This is an optimization exercise on Yosys and OpenROAD, whose aim is small area, a short achievable clock period and few clock cycles per item, not a production implementation.
The RTL was checked by simulation tests, not by an equivalence proof against the original design.

// b85_codec
module b85_codec (
    input  wire        clk,
    input  wire        rst,         
    input  wire        in_valid,
    output wire        in_ready,
    input  wire        in_mode,     
    input  wire [39:0] in_data,
    output wire        out_valid,
    input  wire        out_ready,
    output wire [39:0] out_data,
    output wire [1:0]  out_err
);
Size: roughly 1700 cells after synthesis, ~89 I/O pins, roughly 0.019 mm2 of cells after synthesis.
Settings: LEC_CHECK=0, CAP_MARGIN=20, CORE_MARGIN=2, CORE_UTILIZATION=65, SLEW_MARGIN=20, SYNTH_HIERARCHICAL=1; clock period 30.0 ns.
standard.sh (not shown) runs the stock make flow with config.mk's settings and CLKGATE_MAP_FILE= SYNTH_SCRIPT=/design/flow/synth_recipe.tcl, a recipe that flattens the netlist after the stock synthesis.
==> flow/flow/run.sh <==
#!/bin/bash
# Own layout flow: the standard layout (standard.sh) unchanged, except that the
# resizer's timing repair keeps a setup margin (so it also speeds up paths that already
# meet the 30 ns clock) and the ports get buf_2 buffers instead of the resizer's choice.
# The clock, the constraints and the synthesis are the standard ones.
set -euo pipefail
export SETUP_SLACK_MARGIN=22.5
export TNS_END_PERCENT=100
export BUFFER_PORTS_ARGS="-buffer_cell sky130_fd_sc_hd__buf_2"
bash standard.sh > standard.log 2>&1
Testbench counts at the start, summed over its fixed seeds: cycles 3,224, items 3,200.
Then changed:
--- a/flow/flow/run.sh
+++ b/flow/flow/run.sh
@@ -7 +7 @@
-export SETUP_SLACK_MARGIN=22.5
+export SETUP_SLACK_MARGIN=23.0
Result:
- via count climbs by 0.39%
- wire length stays flat
- cell count climbs by 1.5%
- die area is unchanged

---

Starting RTL as in the previous note.
clock: 30.0 ns
lec_check: 0
cap_margin: 20
core_margin: 2
core_utilization: 65
slew_margin: 20
synth_hierarchical: 1
==> flow/flow/run.sh <==
#!/bin/bash
# Own layout flow: the standard layout (standard.sh) unchanged, except that the
# resizer's timing repair keeps a setup margin (so it also speeds up paths that already
# meet the 30 ns clock) and the ports get buf_2 buffers instead of the resizer's choice.
# The clock, the constraints and the synthesis are the standard ones.
set -euo pipefail
export SETUP_SLACK_MARGIN=0
export TNS_END_PERCENT=100
export BUFFER_PORTS_ARGS="-buffer_cell sky130_fd_sc_hd__buf_2"
bash standard.sh > standard.log 2>&1
Testbench counts at the start, summed over its fixed seeds: cycles 3,224, items 3,200.
Change:
--- a/flow/flow/run.sh
+++ b/flow/flow/run.sh
@@ -5,5 +5,5 @@
 # The clock, the constraints and the synthesis are the standard ones.
 set -euo pipefail
-export SETUP_SLACK_MARGIN=0
+export SETUP_SLACK_MARGIN=22.75
 export TNS_END_PERCENT=100
 export BUFFER_PORTS_ARGS="-buffer_cell sky130_fd_sc_hd__buf_2"
Synthesized area does not change; fmax increases slightly; clock skew is about the same; routed wire length goes down slightly; worst setup slack gains 0.033 ns; global-route usage stays flat; count of clock-buffer cells in the layout rises by 3; core utilization came out higher by 0.22 points.
Change:
--- a/flow/flow/run.sh
+++ b/flow/flow/run.sh
@@ -5,5 +5,5 @@
 # The clock, the constraints and the synthesis are the standard ones.
 set -euo pipefail
-export SETUP_SLACK_MARGIN=22.75
+export SETUP_SLACK_MARGIN=23.0
 export TNS_END_PERCENT=100
 export BUFFER_PORTS_ARGS="-buffer_cell sky130_fd_sc_hd__buf_2"
- CORE_UTILIZATION: 65 -> 75
Outcome: The changed run went through all stages and came out clean. Critical path depth is unchanged. Utilization rose by 11 points. Setup slack gains 0.010 ns. Global-route usage rose by 7.0 points.
Change:
--- a/flow/flow/run.sh
+++ b/flow/flow/run.sh
@@ -5,5 +5,5 @@
 # The clock, the constraints and the synthesis are the standard ones.
 set -euo pipefail
-export SETUP_SLACK_MARGIN=23.0
+export SETUP_SLACK_MARGIN=22.85
 export TNS_END_PERCENT=100
 export BUFFER_PORTS_ARGS="-buffer_cell sky130_fd_sc_hd__buf_2"
- CORE_UTILIZATION: 75 -> 65
Result: Non-clock buffer count fell by 19; sequential cell count stays the same; worst hold slack barely changes.

---

## build 46
b85_codec, a different RTL version from the one above (not shown whole).
Size: roughly 1700 cells after synthesis, roughly 180 flip-flops, roughly 0.020 sq mm of cells after synthesis.
==> flow/design.v (excerpt) <==
module b85_codec (
    input  wire        clk,
    input  wire        rst,         
    input  wire        in_valid,
    output wire        in_ready,
    input  wire        in_mode,     
    input  wire [39:0] in_data,
    output wire        out_valid,
    input  wire        out_ready,
    output wire [39:0] out_data,
    output wire [1:0]  out_err
);
Settings: LEC_CHECK=0, CAP_MARGIN=20, CORE_MARGIN=2, CORE_UTILIZATION=80, SLEW_MARGIN=20, SYNTH_HIERARCHICAL=1; clock period 30.0 ns.
run.sh (not shown) runs the stock make flow with config.mk's settings and CLKGATE_MAP_FILE= SYNTH_SCRIPT=/design/flow/synth_recipe.tcl, a recipe that flattens the netlist after the stock synthesis.
Stock flow here: none of the scripts above is used.
Looking at the reports, build 46 completed the entire flow and the layout it produced met the timing, design-rule and antenna checks.
Testbench counts of build 46, summed over its fixed seeds: cycles 3,224, items 3,200.
For build 78, these inputs were changed with respect to build 46:
- swapping 80 for 65 in CORE_UTILIZATION
==> flow/flow/run.sh (new file) <==
#!/bin/bash
# Own layout flow: the standard layout (standard.sh) unchanged, except that the
# resizer's timing repair keeps a setup margin (so it also speeds up paths that already
# meet the 30 ns clock) and the ports get buf_2 buffers instead of the resizer's choice.
# The clock, the constraints and the synthesis are the standard ones.
set -euo pipefail
export SETUP_SLACK_MARGIN=23.2
export TNS_END_PERCENT=10
export BUFFER_PORTS_ARGS="-buffer_cell sky130_fd_sc_hd__buf_2"
bash standard.sh > standard.log 2>&1
==> flow/standard.sh (new file) <==
#!/bin/bash
# synth_recipe.tcl (not shown) runs the flow's synth.tcl, then flattens the netlist and writes it again
# the make line also repeats each setting of config.mk as NAME=value (left out here)
make -C /OpenROAD-flow-scripts/flow DESIGN_CONFIG=/design/flow/config.mk WORK_HOME=/design/flow/orfs CLKGATE_MAP_FILE= SYNTH_SCRIPT=/design/flow/synth_recipe.tcl "${@:-finish}"
removed: flow/run.sh
[summary]
Global-route usage for build 78: 14 points down relative to build 46.
Modified inputs, build 40 compared to build 78
diff --git a/flow/flow/run.sh b/flow/flow/run.sh
--- a/flow/flow/run.sh
+++ b/flow/flow/run.sh
@@ -7,2 +7,2 @@
-export SETUP_SLACK_MARGIN=23.2
-export TNS_END_PERCENT=10
+export SETUP_SLACK_MARGIN=22.8
+export TNS_END_PERCENT=100
==> comparison <==
- Every stage of the flow completed for build 40, and the final layout passed the timing, design-rule and antenna checks.
- Comparing build 78 against build 40, there is no change at all in highest net fanout along the worst path.
- Build 78 has a higher routed metal-1 wire length than build 40.
- Timing endpoint of the critical path: out_data[18] -> build 78, out_data[2] -> build 40
- Build 40 vs. build 78: wire length of the first global-routing pass decreased about 2%; number of global-route vias before repair lost 1.8%; cell count has decreased; area after detailed placement neither gained nor lost much; worst setup slack grew by 0.0079 ns.
- In the flow results for build 78 and build 40, the utilization after layout is larger on build 78.

---

== before ==
b85_codec, a different RTL version from the one above (not shown whole).
Size in the first run: roughly 1600 cells after synthesis, about 170 flip-flops, about 19000 um2 of cells after synthesis.
clock: 30.0 ns
lec_check: 0
cap_margin: 20
core_margin: 2
core_utilization: 75
cts_buf_list: sky130_fd_sc_hd__clkbuf_8
slew_margin: 20
synth_hierarchical: 1
standard.sh (not shown) runs the stock make flow with config.mk's settings and CLKGATE_MAP_FILE= SYNTH_SCRIPT=/design/flow/synth_recipe.tcl, a recipe that flattens the netlist after the stock synthesis.
==> flow/flow/run.sh <==
#!/bin/bash
# Own layout flow: the standard layout (standard.sh) unchanged, except that the
# resizer's timing repair keeps a setup margin (so it also speeds up paths that already
# meet the 30 ns clock) and the ports get buf_2 buffers instead of the resizer's choice.
# The clock, the constraints and the synthesis are the standard ones.
set -euo pipefail
export SETUP_SLACK_MARGIN=23.0
export TNS_END_PERCENT=100
export BUFFER_PORTS_ARGS="-buffer_cell sky130_fd_sc_hd__buf_2"
bash standard.sh > standard.log 2>&1
Testbench counts of before, summed over its fixed seeds: cycles 3,224, items 3,200.
> inputs changed (before -> after)
-- flow/config.mk --
<<< before, line 11
export CTS_BUF_LIST = sky130_fd_sc_hd__clkbuf_8
>>> after, line 11
- after vs. before: non-clock buffer share of cell area down 0.24 points, routed wire length up 3.3%, non-clock buffer count down 2.2%.
- Global routing met1 resource utilization up 0.78 points in after wrt before
- Flip-flop and latch share of the layout cell area in after is 0.18 points below before.
- Between before and after, the difference in post-layout instance count excluding filler cells is negligible.
- From after to before, count of buffering cells on the critical path with inverters included did not move at all.

---

Setup of alpha:
b85_codec, a different RTL version from the one above (not shown whole).
Size in the first run: about 180 flip-flops, roughly 89 I/O pins, ~0.019 mm2 of cells after synthesis.
clock: 30.0 ns
lec_check: 0
cap_margin: 20
core_margin: 2
core_utilization: 65
slew_margin: 20
synth_hierarchical: 1
==> flow/flow/run.sh <==
#!/bin/bash
# Own layout flow: the standard layout (standard.sh) unchanged, except that the
# resizer's timing repair keeps a setup margin (so it also speeds up paths that already
# meet the 30 ns clock) and the ports get buf_2 buffers instead of the resizer's choice.
# The clock, the constraints and the synthesis are the standard ones.
set -euo pipefail
export SETUP_SLACK_MARGIN=23.4
export TNS_END_PERCENT=100
export BUFFER_PORTS_ARGS="-buffer_cell sky130_fd_sc_hd__buf_2"
bash standard.sh > standard.log 2>&1
Testbench counts of alpha, summed over its fixed seeds: cycles 3,224, items 3,200.
What beta does differently from alpha at the input level:
--- a/flow/flow/run.sh
+++ b/flow/flow/run.sh
@@ -5,5 +5,5 @@
 # The clock, the constraints and the synthesis are the standard ones.
 set -euo pipefail
-export SETUP_SLACK_MARGIN=23.4
+export SETUP_SLACK_MARGIN=23.0
 export TNS_END_PERCENT=100
 export BUFFER_PORTS_ARGS="-buffer_cell sky130_fd_sc_hd__buf_2"
## What came out
beta ended with every stage complete and zero timing, DRC or antenna violations. In the tables for beta and alpha, global-route met2 utilization reads lower with beta. Inverter count of the layout excluding clock inverters sits lower in beta than in alpha. Of beta and alpha, beta shows the lower design area, with alpha above it. beta vs. alpha: worst path setup slack after routing went down; weighted congestion reported at the end of routability-driven placement now larger. Relative to alpha, non-clock buffer count has decreased by 61 in beta. beta contains fewer vias than alpha.

[static timing again, ports no longer ideal]
In the flow no input, the clock included, has a driving cell. The finished layouts below were timed again as built, in two steps.
Step 1 (the two cells are an assumption about what drives the block):
set clk [get_ports {clk}]
set_driving_cell -lib_cell sky130_fd_sc_hd__clkbuf_16 $clk
set_driving_cell -lib_cell sky130_fd_sc_hd__buf_2 [delete_from_list [all_inputs] $clk]
Step 2 also shifts input and output timing later by t, the mid clock arrival at the registers, as if the neighbouring blocks saw the same clock.
Three values: ideal ports, drivers, drivers and shift; two values: the first two.
| run | t (ns) | slack for setup (ns) | clock arrival spread, ns | pins driven straight from the clock port |
|---|---|---|---|---|
| the first run of note 1 | 0.510 | 22.980 / 22.924 / 22.781 | 0.012 / 0.011 | 1 |
| the second run of note 1 | 0.505 | 23.012 / 22.958 / 22.763 | 0.012 / 0.012 | 1 |
| the first run of note 2 | 0.510 | 22.980 / 22.924 / 22.781 | 0.012 / 0.011 | 1 |
| the second run of note 2 | 0.504 | 23.013 / 22.959 / 22.764 | 0.012 / 0.012 | 1 |
| the third run of note 2 | 0.486 | 23.023 / 22.971 / 22.761 | 0.018 / 0.018 | 1 |
| the fourth run of note 2 | 0.504 | 23.012 / 22.958 / 22.757 | 0.012 / 0.012 | 1 |
| build 46 | 0.506 | 22.382 / 22.382 / 22.057 | 0.019 / 0.019 | 1 |
| build 78 | 0.505 | 23.018 / 22.965 / 22.871 | 0.012 / 0.012 | 1 |
| build 40 | 0.512 | 23.026 / 22.972 / 22.642 | 0.012 / 0.011 | 1 |
| before | 0.532 | 22.968 / 22.921 / 22.754 | 0.031 / 0.030 | 1 |
| after | 0.498 | 23.019 / 22.965 / 22.755 | 0.018 / 0.018 | 1 |
| alpha | 0.491 | 23.039 / 22.984 / 22.982 | 0.014 / 0.014 | 1 |
| beta | 0.500 | 23.008 / 22.953 / 22.635 | 0.014 / 0.014 | 1 |
After both steps every run listed still meets setup and hold. For build 40, which loses most, drivers alone change the setup slack by -0.054 ns; drivers and shift together by -0.384 ns.
